Background: an optimization exercise with open tools, aiming at small area and few clock cycles. Do not read the settings as production practice.
The RTL was checked by simulation tests, not by an equivalence proof against the original design.
No activity file was given, so power comes from the tool's default toggle rates.

## v29
// rde
module rde (
    input  wire        clk,
    input  wire        rst,
    input  wire        cmd_valid,
    output wire        cmd_ready,
    input  wire [31:0] cmd_data,
    output wire        rsp_valid,
    input  wire        rsp_ready,
    output wire [31:0] rsp_data,
    output wire        ev_valid,
    input  wire        ev_ready,
    output wire [1:0]  ev_kind,
    output wire [7:0]  ev_seq,
    output wire [15:0] ev_unit,
    output wire        ev_drop,
    input  wire        loss_valid,
    output wire        loss_ready,
    input  wire [15:0] loss_u
);
Size in the first run: about 1,500 cells after synthesis.
clock: 12.0 ns
lec_check: 0
abc_area: 1
abc_clock_period_in_ps: 12000
cap_margin: 20
core_margin: 2
core_utilization: 65
slew_margin: 20
standard.sh (not shown) runs the stock make flow with config.mk's settings and CLKGATE_MAP_FILE= SYNTH_SCRIPT=/design/flow/synth_recipe.tcl, a recipe that flattens the netlist after the stock synthesis.
==> flow/flow/run.sh <==
#!/bin/bash
# Layout flow: the standard ORFS flow (standard.sh) with three changes.
#  1. Synthesis is the standard flow's (synth_recipe.tcl sourcing ORFS's synth.tcl), except
#     that adders are left to ABC (no ADDER_MAP_FILE) and ABC maps the
#     combinational logic with the area-oriented script flow/abc_area.script.
#     Registers are mapped before ABC, as in the standard synthesis, so they
#     come out the same.
#  2. Port buffers use the smallest buffer cell.
#  3. CTS inserts no dummy loads and uses sink clusters of up to 24.
# Each tool's output is in standard.log and ORFS's logs under orfs/logs.
set -euo pipefail
here=$(pwd)
abc=$here/flow/abc_area.script

sed "s|^  log_cmd abc {\*}\$abc_args\$|  set abc_args [lreplace \$abc_args 1 1 $abc]\n  log_cmd abc {*}\$abc_args|" \
  "$FLOW_HOME/scripts/synth.tcl" > "$here/synth_body.tcl"
grep -q "lreplace \$abc_args 1 1 $abc" "$here/synth_body.tcl"
sed "s|^source \$::env(SCRIPTS_DIR)/synth.tcl\$|source $here/synth_body.tcl|" \
  synth_recipe.tcl > "$here/my_synth.tcl"
grep -q "source $here/synth_body.tcl" "$here/my_synth.tcl"

bash standard.sh \
  SYNTH_SCRIPT="$here/my_synth.tcl" \
  ADDER_MAP_FILE= \
  BUFFER_PORTS_ARGS="-buffer_cell sky130_fd_sc_hd__buf_1" \
  CTS_ARGS="-sink_clustering_enable -repair_clock_nets -dont_use_dummy_load -sink_clustering_size 24 -sink_clustering_max_diameter 70" \
  finish > standard.log 2>&1
==> flow/flow/abc_area.script <==
strash
&get -n
&fraig -x
&put
scorr
dc2
strash
&get -n
&st
&deepsyn -T 600
&dch -f
&nf -R 1000 -p -C 32 -F 8
&put
v29: full flow OK, the timing, DRC and antenna checks passed
Testbench counts of v29, summed over its fixed seeds: cycles 33,316.
diff inputs: v29 => v23
--- a/flow/flow/abc_area.script
+++ b/flow/flow/abc_area.script
@@ -10 +10 @@
-&deepsyn -T 600
+&deepsyn -T 240
Re total non-filler cell area in the finished layout: v29 was lower than v23.
Relative to v29, worst setup slack decreased by 0.10 ns in v23.
Between v23 and v29, the difference in average cell area after synthesis is negligible.
v23 did not stop at any stage, and its layout met the timing, DRC and antenna checks.
Gate count after technology mapping delta (v23 -> v29): insignificant

========
tundra:
Another version of the RTL of rde (not shown whole).
==> flow/config.mk <==
export PLATFORM = sky130hd
export DESIGN_NAME = rde
export DESIGN_NICKNAME = rde
export VERILOG_FILES = /design/flow/design.v
export SDC_FILE = /design/flow/constraint.sdc
export NUM_CORES = 4
export LEC_CHECK = 0
export ABC_AREA = 1
export ABC_CLOCK_PERIOD_IN_PS = 12000
export CAP_MARGIN = 20
export CORE_MARGIN = 2
export CORE_UTILIZATION = 40
export CTS_CLUSTER_DIAMETER = 60
export CTS_CLUSTER_SIZE = 30
export SLEW_MARGIN = 20
==> flow/constraint.sdc <==
create_clock -name core_clock -period 12.0 [get_ports {clk}]
set_input_delay 2.4000 -clock core_clock [delete_from_list [all_inputs] [get_ports {clk}]]
set_output_delay 2.4000 -clock core_clock [all_outputs]
set_load 0.01 [all_outputs]
run.sh (not shown) runs the stock make flow with config.mk's settings and CLKGATE_MAP_FILE= SYNTH_SCRIPT=/design/flow/synth_recipe.tcl, a recipe that flattens the netlist after the stock synthesis.
Stock flow here: none of the scripts above is used.
No stage failed in tundra, and the final checks on the layout all came back clean.
Testbench counts of tundra, summed over its fixed seeds: cycles 33,293.
The following lists how indigo was set up differently from tundra:
# tundra
export LEC_CHECK = 0
export ABC_AREA = 1
export ABC_CLOCK_PERIOD_IN_PS = 12000
export CAP_MARGIN = 20
export CORE_MARGIN = 2
export CORE_UTILIZATION = 40
export CTS_CLUSTER_DIAMETER = 60
export CTS_CLUSTER_SIZE = 30
export SLEW_MARGIN = 20
create_clock -name core_clock -period 12.0 [get_ports {clk}]
# indigo
export LEC_CHECK = 0
export ABC_AREA = 1
export ABC_CLOCK_PERIOD_IN_PS = 12000
export CAP_MARGIN = 20
export CORE_MARGIN = 2
export CORE_UTILIZATION = 40
export SLEW_MARGIN = 20
create_clock -name core_clock -period 12.0 [get_ports {clk}]
==> flow/flow/run.sh (new file) <==
#!/bin/bash
# Standard ORFS layout with two changes: port buffers use the smallest buffer
# cell, and CTS inserts no dummy loads.
set -euo pipefail
bash standard.sh \
  BUFFER_PORTS_ARGS="-buffer_cell sky130_fd_sc_hd__buf_1" \
  finish > standard.log 2>&1
==> flow/standard.sh (new file) <==
#!/bin/bash
# synth_recipe.tcl (not shown) runs the flow's synth.tcl, then flattens the netlist and writes it again
# the make line also repeats each setting of config.mk as NAME=value (left out here)
make -C /OpenROAD-flow-scripts/flow DESIGN_CONFIG=/design/flow/config.mk WORK_HOME=/design/flow/orfs CLKGATE_MAP_FILE= SYNTH_SCRIPT=/design/flow/synth_recipe.tcl "${@:-finish}"
removed: flow/run.sh
==> comparison <==
- The non-clock buffer count of indigo falls short of that of tundra by 2.8%.
- Taking tundra as the reference, in indigo post-detailed-route via-to-cell ratio was more or less identical; final wirelength went down by 1.7%; post-CTS clock slew at the launch and capture registers of the worst setup and hold paths went down by 0.03 ns.
- Between indigo and tundra, it is indigo whose routed length per instance is lower, by about 2%.
The inputs of zinc differ from those of indigo as listed below.
# indigo
export LEC_CHECK = 0
export ABC_AREA = 1
export ABC_CLOCK_PERIOD_IN_PS = 12000
export CAP_MARGIN = 20
export CORE_MARGIN = 2
export CORE_UTILIZATION = 40
export SLEW_MARGIN = 20
create_clock -name core_clock -period 12.0 [get_ports {clk}]
# zinc
export LEC_CHECK = 0
export ABC_AREA = 1
export ABC_CLOCK_PERIOD_IN_PS = 12000
export CAP_MARGIN = 20
export CORE_MARGIN = 2
export CORE_UTILIZATION = 40
export CTS_BUF_LIST = sky130_fd_sc_hd__clkbuf_4
export CTS_CLUSTER_SIZE = 12
export SLEW_MARGIN = 20
create_clock -name core_clock -period 12.0 [get_ports {clk}]
==> flow/run.sh (new file) <==
#!/bin/bash
# synth_recipe.tcl (not shown) runs the flow's synth.tcl, then flattens the netlist and writes it again
# the make line also repeats each setting of config.mk as NAME=value (left out here)
make -C /OpenROAD-flow-scripts/flow DESIGN_CONFIG=/design/flow/config.mk WORK_HOME=/design/flow/orfs CLKGATE_MAP_FILE= SYNTH_SCRIPT=/design/flow/synth_recipe.tcl finish
removed: flow/flow/run.sh
removed: flow/standard.sh
[summary]
- Relative area change from synthesis to final layout was lower in indigo than in zinc.
- Reported for zinc and indigo, number of buffer cells added on primary ports turned out identical to the last digit.
- The count of non-CTS inverters in the layout on indigo is in line with that on zinc.
For quartz, these inputs were changed with respect to zinc:
# zinc
export LEC_CHECK = 0
export ABC_AREA = 1
export ABC_CLOCK_PERIOD_IN_PS = 12000
export CAP_MARGIN = 20
export CORE_MARGIN = 2
export CORE_UTILIZATION = 40
export CTS_BUF_LIST = sky130_fd_sc_hd__clkbuf_4
export CTS_CLUSTER_SIZE = 12
export SLEW_MARGIN = 20
create_clock -name core_clock -period 12.0 [get_ports {clk}]
# quartz
export LEC_CHECK = 0
export ABC_AREA = 1
export ABC_CLOCK_PERIOD_IN_PS = 12000
export CAP_MARGIN = 20
export CORE_MARGIN = 2
export CORE_UTILIZATION = 40
export CTS_BUF_LIST = sky130_fd_sc_hd__clkbuf_8
export SLEW_MARGIN = 20
create_clock -name core_clock -period 12.0 [get_ports {clk}]
Findings:
quartz finished all stages; the layout is clean.
As of quartz, clock power had risen by a little under 10% compared to zinc.
Comparing zinc with quartz, the total global routing track utilization came out essentially unchanged.
Looking only at total power, and setting everything else aside, the lower value of zinc and quartz goes to zinc.

========
## job 1510
Another version of the RTL of rde (not shown whole).
Size: ~1,600 cells after synthesis, ~290 flip-flops, ~14,000 um2 of cells after synthesis.
==> flow/design.v (excerpt) <==
module rde (
    input  wire        clk,
    input  wire        rst,
    input  wire        cmd_valid,
    output wire        cmd_ready,
    input  wire [31:0] cmd_data,
    output wire        rsp_valid,
    input  wire        rsp_ready,
    output wire [31:0] rsp_data,
    output wire        ev_valid,
    input  wire        ev_ready,
    output wire [1:0]  ev_kind,
    output wire [7:0]  ev_seq,
    output wire [15:0] ev_unit,
    output wire        ev_drop,
    input  wire        loss_valid,
    output wire        loss_ready,
    input  wire [15:0] loss_u
);
    localparam [3:0] ST_OK        = 4'h0;
    localparam [3:0] ST_CORRECTED = 4'h1;
    localparam [3:0] ST_UNCORR    = 4'h2;
    localparam [3:0] ST_QFULL     = 4'h3;
    localparam [3:0] ST_QEMPTY    = 4'h4;
    localparam [3:0] ST_BUSY      = 4'h5;
    localparam [3:0] ST_CTRL_IGN  = 4'h6;
    localparam [3:0] ST_IDLE_IGN  = 4'h7;
    localparam [3:0] ST_ACK_DROP  = 4'h8;
    localparam [3:0] ST_ACK_BADMK = 4'h9;
    localparam [3:0] ST_ACK_NOMAT = 4'hA;
    localparam [3:0] ST_ACK_DUP   = 4'hB;
    localparam [3:0] ST_RX_OOO    = 4'hC;
    localparam [3:0] ST_AMBIG     = 4'hD;
    localparam [3:0] ST_CLS_NONE  = 4'hE;
    localparam [3:0] ST_ILLEGAL   = 4'hF;
    localparam [1:0] EV_DATA   = 2'd0;
    localparam [1:0] EV_ACK    = 2'd1;
    localparam [1:0] EV_ACCEPT = 2'd2;
    localparam [2:0] P_IDLE  = 3'd0;
  ...
export LEC_CHECK = 0
export ABC_AREA = 1
export ABC_CLOCK_PERIOD_IN_PS = 12000
export CAP_MARGIN = 20
export CORE_MARGIN = 2
export CORE_UTILIZATION = 65
export SLEW_MARGIN = 20
create_clock -name core_clock -period 12.0 [get_ports {clk}]
standard.sh (not shown) runs the stock make flow with config.mk's settings and CLKGATE_MAP_FILE= SYNTH_SCRIPT=/design/flow/synth_recipe.tcl, a recipe that flattens the netlist after the stock synthesis.
==> flow/flow/run.sh <==
#!/bin/bash
# Layout flow: the standard ORFS flow (standard.sh) with three changes.
#  1. Synthesis is the standard flow's (synth_recipe.tcl sourcing ORFS's synth.tcl), except
#     that adders are left to ABC (no ADDER_MAP_FILE) and ABC maps the
#     combinational logic with the area-oriented script flow/abc_area.script.
#     Registers are mapped before ABC, as in the standard synthesis, so they
#     come out the same.
#  2. Port buffers use the smallest buffer cell.
#  3. CTS inserts no dummy loads and uses sink clusters of up to 24.
# Each tool's output is in standard.log and ORFS's logs under orfs/logs.
set -euo pipefail
here=$(pwd)
abc=$here/flow/abc_area.script

sed "s|^  log_cmd abc {\*}\$abc_args\$|  set abc_args [lreplace \$abc_args 1 1 $abc]\n  log_cmd abc {*}\$abc_args|" \
  "$FLOW_HOME/scripts/synth.tcl" > "$here/synth_body.tcl"
grep -q "lreplace \$abc_args 1 1 $abc" "$here/synth_body.tcl"
sed "s|^source \$::env(SCRIPTS_DIR)/synth.tcl\$|source $here/synth_body.tcl|" \
  synth_recipe.tcl > "$here/my_synth.tcl"
grep -q "source $here/synth_body.tcl" "$here/my_synth.tcl"

bash standard.sh \
  SYNTH_SCRIPT="$here/my_synth.tcl" \
  ADDER_MAP_FILE= \
  BUFFER_PORTS_ARGS="-buffer_cell sky130_fd_sc_hd__buf_1" \
  CTS_ARGS="-sink_clustering_enable -repair_clock_nets -dont_use_dummy_load -sink_clustering_size 24 -sink_clustering_max_diameter 70" \
  finish > standard.log 2>&1
==> flow/flow/abc_area.script <==
strash
&get -n
&fraig -x
&put
scorr
dc2
strash
&get -n
&st
&syn2
&dch -f
&nf -R 1000 -p -C 32 -F 8
&st
&syn2
&dch -f
&nf -R 1000 -p -C 32 -F 8
&put
The final layout from job 1510, which completed every stage, passed the timing, DRC and antenna checks at the end of the flow.
Testbench counts of job 1510, summed over its fixed seeds: cycles 33,293.
Input changes introduced in job 8815 (baseline for comparison: job 1510):
- changing CORE_UTILIZATION from 65 to 40
==> flow/flow/run.sh <==
#!/bin/bash
# Standard ORFS layout with two changes: port buffers use the smallest buffer
# cell, and CTS inserts no dummy loads.
set -euo pipefail
bash standard.sh \
  BUFFER_PORTS_ARGS="-buffer_cell sky130_fd_sc_hd__buf_1" \
  CTS_ARGS="-sink_clustering_enable -repair_clock_nets -dont_use_dummy_load -sink_clustering_size 30 -sink_clustering_max_diameter 80" \
  finish > standard.log 2>&1
removed: flow/flow/abc_area.script
[summary]
On job 8815: synthesized netlist cell count is 709 higher than what job 1510 gave.
Job 1510 → job 8815: routability-driven placement congestion ratio shrank by 0.68%, starting utilization of the core area dropped 25 points, utilization lost 28 points.
Min placement-stage worst setup slack across job 8815 and job 1510: job 1510
Internal power (job 1510 / job 8815): 0.940
Looking at hold slack, job 8815 sits 0.018 ns lower than job 1510 does.
The estimated power of job 8815 ends up higher than the estimate for job 1510.
Non-filler instance count after layout is lower on job 1510
Input changes introduced in job 2087 (baseline for comparison: job 8815):
- swapping 40 for 65 in CORE_UTILIZATION
==> flow/flow/run.sh <==
#!/bin/bash
# Layout flow: the standard ORFS flow (standard.sh) with three changes.
#  1. Synthesis is the standard flow's (synth_recipe.tcl sourcing ORFS's synth.tcl), except
#     that adders are left to ABC (no ADDER_MAP_FILE) and ABC maps the
#     combinational logic with the area-oriented script flow/abc_area.script.
#     Registers are mapped before ABC, as in the standard synthesis, so they
#     come out the same.
#  2. Port buffers use the smallest buffer cell.
#  3. CTS inserts no dummy loads and uses sink clusters of up to 24.
# Each tool's output is in standard.log and ORFS's logs under orfs/logs.
set -euo pipefail
here=$(pwd)
abc=$here/flow/abc_area.script

sed "s|^  log_cmd abc {\*}\$abc_args\$|  set abc_args [lreplace \$abc_args 1 1 $abc]\n  log_cmd abc {*}\$abc_args|" \
  "$FLOW_HOME/scripts/synth.tcl" > "$here/synth_body.tcl"
grep -q "lreplace \$abc_args 1 1 $abc" "$here/synth_body.tcl"
sed "s|^source \$::env(SCRIPTS_DIR)/synth.tcl\$|source $here/synth_body.tcl|" \
  synth_recipe.tcl > "$here/my_synth.tcl"
grep -q "source $here/synth_body.tcl" "$here/my_synth.tcl"

bash standard.sh \
  SYNTH_SCRIPT="$here/my_synth.tcl" \
  ADDER_MAP_FILE= \
  BUFFER_PORTS_ARGS="-buffer_cell sky130_fd_sc_hd__buf_1" \
  CTS_ARGS="-sink_clustering_enable -repair_clock_nets -dont_use_dummy_load -sink_clustering_size 24 -sink_clustering_max_diameter 70" \
  finish > standard.log 2>&1
==> flow/flow/abc_area.script (new file) <==
strash
&get -n
&fraig -x
&put
scorr
dc2
strash
&get -n
&st
&deepsyn -T 120
&dch -f
&nf -R 1000 -p -C 32 -F 8
&put
## What came out
Cmp job 2087 vs job 8815: synthesized cell count lower in job 2087. Compared with job 8815, job 2087 shows a lower post-layout worst setup margin. Re post-layout instance count excluding filler cells: job 2087 and job 8815 aren't equal, and the lower value belongs to job 2087.
Changes in job 1160 relative to job 2087:
- CORE_UTILIZATION changed from 65 to 40
==> flow/run.sh (new file) <==
#!/bin/bash
# synth_recipe.tcl (not shown) runs the flow's synth.tcl, then flattens the netlist and writes it again
# the make line also repeats each setting of config.mk as NAME=value (left out here)
make -C /OpenROAD-flow-scripts/flow DESIGN_CONFIG=/design/flow/config.mk WORK_HOME=/design/flow/orfs CLKGATE_MAP_FILE= SYNTH_SCRIPT=/design/flow/synth_recipe.tcl finish
removed: flow/flow/run.sh
removed: flow/flow/abc_area.script
removed: flow/standard.sh
Findings:
- Going from job 2087 to job 1160, the horizontal die dimension was found to have gone up by about 40%.
- Taking job 1160 over job 2087, the combinational power ratio works out to 1.4.
- Part of the total power dissipated in the clock network came out higher on job 1160 than on job 2087.
Modified inputs, job 609 compared to job 1160
- SLEW_MARGIN: 20 -> 0
- CORE_UTILIZATION: 40 -> 65
- CAP_MARGIN: 20 -> 0
- GPL_TIMING_DRIVEN: unset -> 0
==> flow/flow/run.sh (new file) <==
#!/bin/bash
# Layout flow: the standard ORFS flow (standard.sh) with three changes.
#  1. Synthesis is the standard flow's (synth_recipe.tcl sourcing ORFS's synth.tcl), except
#     that adders are left to ABC (no ADDER_MAP_FILE) and ABC maps the
#     combinational logic with the area-oriented script flow/abc_area.script.
#     Registers are mapped before ABC, as in the standard synthesis, so they
#     come out the same.
#  2. Port buffers use the smallest buffer cell.
#  3. CTS inserts no dummy loads and uses sink clusters of up to 24.
# Each tool's output is in standard.log and ORFS's logs under orfs/logs.
set -euo pipefail
here=$(pwd)
abc=$here/flow/abc_area.script

sed "s|^  log_cmd abc {\*}\$abc_args\$|  set abc_args [lreplace \$abc_args 1 1 $abc]\n  log_cmd abc {*}\$abc_args|" \
  "$FLOW_HOME/scripts/synth.tcl" > "$here/synth_body.tcl"
grep -q "lreplace \$abc_args 1 1 $abc" "$here/synth_body.tcl"
sed "s|^source \$::env(SCRIPTS_DIR)/synth.tcl\$|source $here/synth_body.tcl|" \
  synth_recipe.tcl > "$here/my_synth.tcl"
grep -q "source $here/synth_body.tcl" "$here/my_synth.tcl"

bash standard.sh \
  SYNTH_SCRIPT="$here/my_synth.tcl" \
  ADDER_MAP_FILE= \
  BUFFER_PORTS_ARGS="-buffer_cell sky130_fd_sc_hd__buf_1" \
  CTS_ARGS="-sink_clustering_enable -repair_clock_nets -dont_use_dummy_load -sink_clustering_size 24 -sink_clustering_max_diameter 70" \
  finish > standard.log 2>&1
==> flow/flow/abc_area.script (new file) <==
strash
&get -n
&fraig -x
&put
scorr
dc2
strash
&get -n
&st
&syn2
&dch -f
&nf -R 1000 -p -C 32 -F 8
&st
&syn2
&dch -f
&nf -R 1000 -p -C 32 -F 8
&put
==> flow/standard.sh (new file) <==
#!/bin/bash
# synth_recipe.tcl (not shown) runs the flow's synth.tcl, then flattens the netlist and writes it again
# the make line also repeats each setting of config.mk as NAME=value (left out here)
make -C /OpenROAD-flow-scripts/flow DESIGN_CONFIG=/design/flow/config.mk WORK_HOME=/design/flow/orfs CLKGATE_MAP_FILE= SYNTH_SCRIPT=/design/flow/synth_recipe.tcl "${@:-finish}"
removed: flow/run.sh
- Of job 1160 and job 609, only job 1160 finishes the flow clean.
- Job 609 completed end to end; final checks failed (max-capacitance violations, max-slew violations).
- Job 1160 vs job 609, end point of the critical path: ev_seq[1] vs rslot[1][3]
- Total cell area at the placement stage (lower): job 609
- Looking at cell at the slowest stage of the critical path, the inv_1 result is from job 1160; the nor3_1 one comes from job 609.
- Summary of the comparison: synthesized area divided by synthesized cell count is higher in job 609, relative to job 1160.
- In the flow results for job 1160 and job 609, the cell count is smaller on job 609.
- Re met3 wirelength from detailed routing: job 1160 and job 609 aren't equal, and the higher value belongs to job 609.
- When the final numbers for job 1160 and job 609 were put side by side, the proportion of total power due to net switching turned out to be greater in job 1160.
- HPWL reported at the end of detailed placement sits lower in job 609 than in job 1160.
- The faster design of the two is job 1160; job 609 tops out lower.
- For job 1160, the type of the setup path with the least slack was in -> out, unlike job 609, where it was in -> reg.
- Job 609 ends up with a time the final worst path needs with I/O delays and setup that is 0.70 ns higher than in job 1160.
- In job 609 the worst setup slack turned out 0.70 ns lower than in job 1160.
The following lists how job 6666 was set up differently from job 609:
- a deleted GPL_TIMING_DRIVEN that had been 0
- a change of CORE_UTILIZATION from 65 to 40
- a change of CAP_MARGIN from 0 to 20
- a change of SLEW_MARGIN from 0 to 20
==> flow/flow/run.sh <==
#!/bin/bash
# Standard ORFS layout with two changes: port buffers use the smallest buffer
# cell, and CTS inserts no dummy loads.
set -euo pipefail
bash standard.sh \
  BUFFER_PORTS_ARGS="-buffer_cell sky130_fd_sc_hd__buf_1" \
  CTS_ARGS="-sink_clustering_enable -repair_clock_nets -dont_use_dummy_load" \
  finish > standard.log 2>&1
removed: flow/flow/abc_area.script
--- outcome ---
- Per the final summary, job 6666 finished and its layout is clean on timing, DRC and antenna.
- Job 609 reports its critical path class as in -> reg while job 6666 reports in -> out.
- Compared with job 609, die span in x in job 6666 increased by more than a quarter.
- Job 6666 vs job 609 — layout cell share with drive strength beyond 1 rose 1.3 points.
- Diff job 609 -> job 6666 | total internal power | increase of about 20%

[what the ideal ports hide]
The results above use ideal ports. As a check the final layouts listed here were re-extracted and re-timed, cells and wires unchanged. Step 1 sets driving cells, clkbuf_16 on the clock port and buf_2 on the other inputs (assumed; they add their load-dependent delay and slew). Step 2 moves the port delays by t, midway between the first and last clock arrival at a register: inputs arrive t later, outputs are due t later. That takes back most of the time a late clock gives input paths. Slacks: ideal / step 1 / step 2; pairs: ideal / step 1.
run	t, ns	slack for setup (ns)	worst hold slack (ns)	slew at the worst register clock pin (ns)	cell pins on the clock port's net
v29	0.528	3.654 / 3.625 / 3.512	0.314 / 0.314 / 0.314	0.10 / 0.10	1
v23	0.542	3.553 / 3.534 / 3.230	0.318 / 0.318 / 0.318	0.09 / 0.09	1
tundra	0.663	3.600 / 3.575 / 3.575	0.310 / 0.310 / 0.310	0.10 / 0.10	1
indigo	0.619	4.168 / 4.145 / 4.145	0.321 / 0.321 / 0.321	0.07 / 0.07	1
zinc	0.885	3.590 / 3.565 / 3.565	0.262 / 0.262 / 0.262	0.08 / 0.08	1
quartz	0.705	3.578 / 3.553 / 3.553	0.304 / 0.304 / 0.304	0.08 / 0.08	1
job 1510	0.550	4.689 / 4.673 / 4.166	0.280 / 0.280 / 0.280	0.10 / 0.10	1
job 8815	0.597	4.358 / 4.335 / 4.032	0.262 / 0.262 / 0.262	0.11 / 0.11	1
job 2087	0.546	3.414 / 3.431 / 2.885	0.325 / 0.325 / 0.325	0.10 / 0.10	1
job 1160	0.593	3.737 / 3.713 / 3.713	0.303 / 0.303 / 0.303	0.07 / 0.07	1
job 609	0.546	3.040 / 3.060 / 2.513	0.294 / 0.294 / 0.294	0.10 / 0.10	1
job 6666	0.576	4.402 / 4.380 / 4.134	0.297 / 0.297 / 0.297	0.06 / 0.06	1
The setup slack of job 2087, which loses most, moves by +0.017 ns with the drivers and by -0.529 ns with both steps.
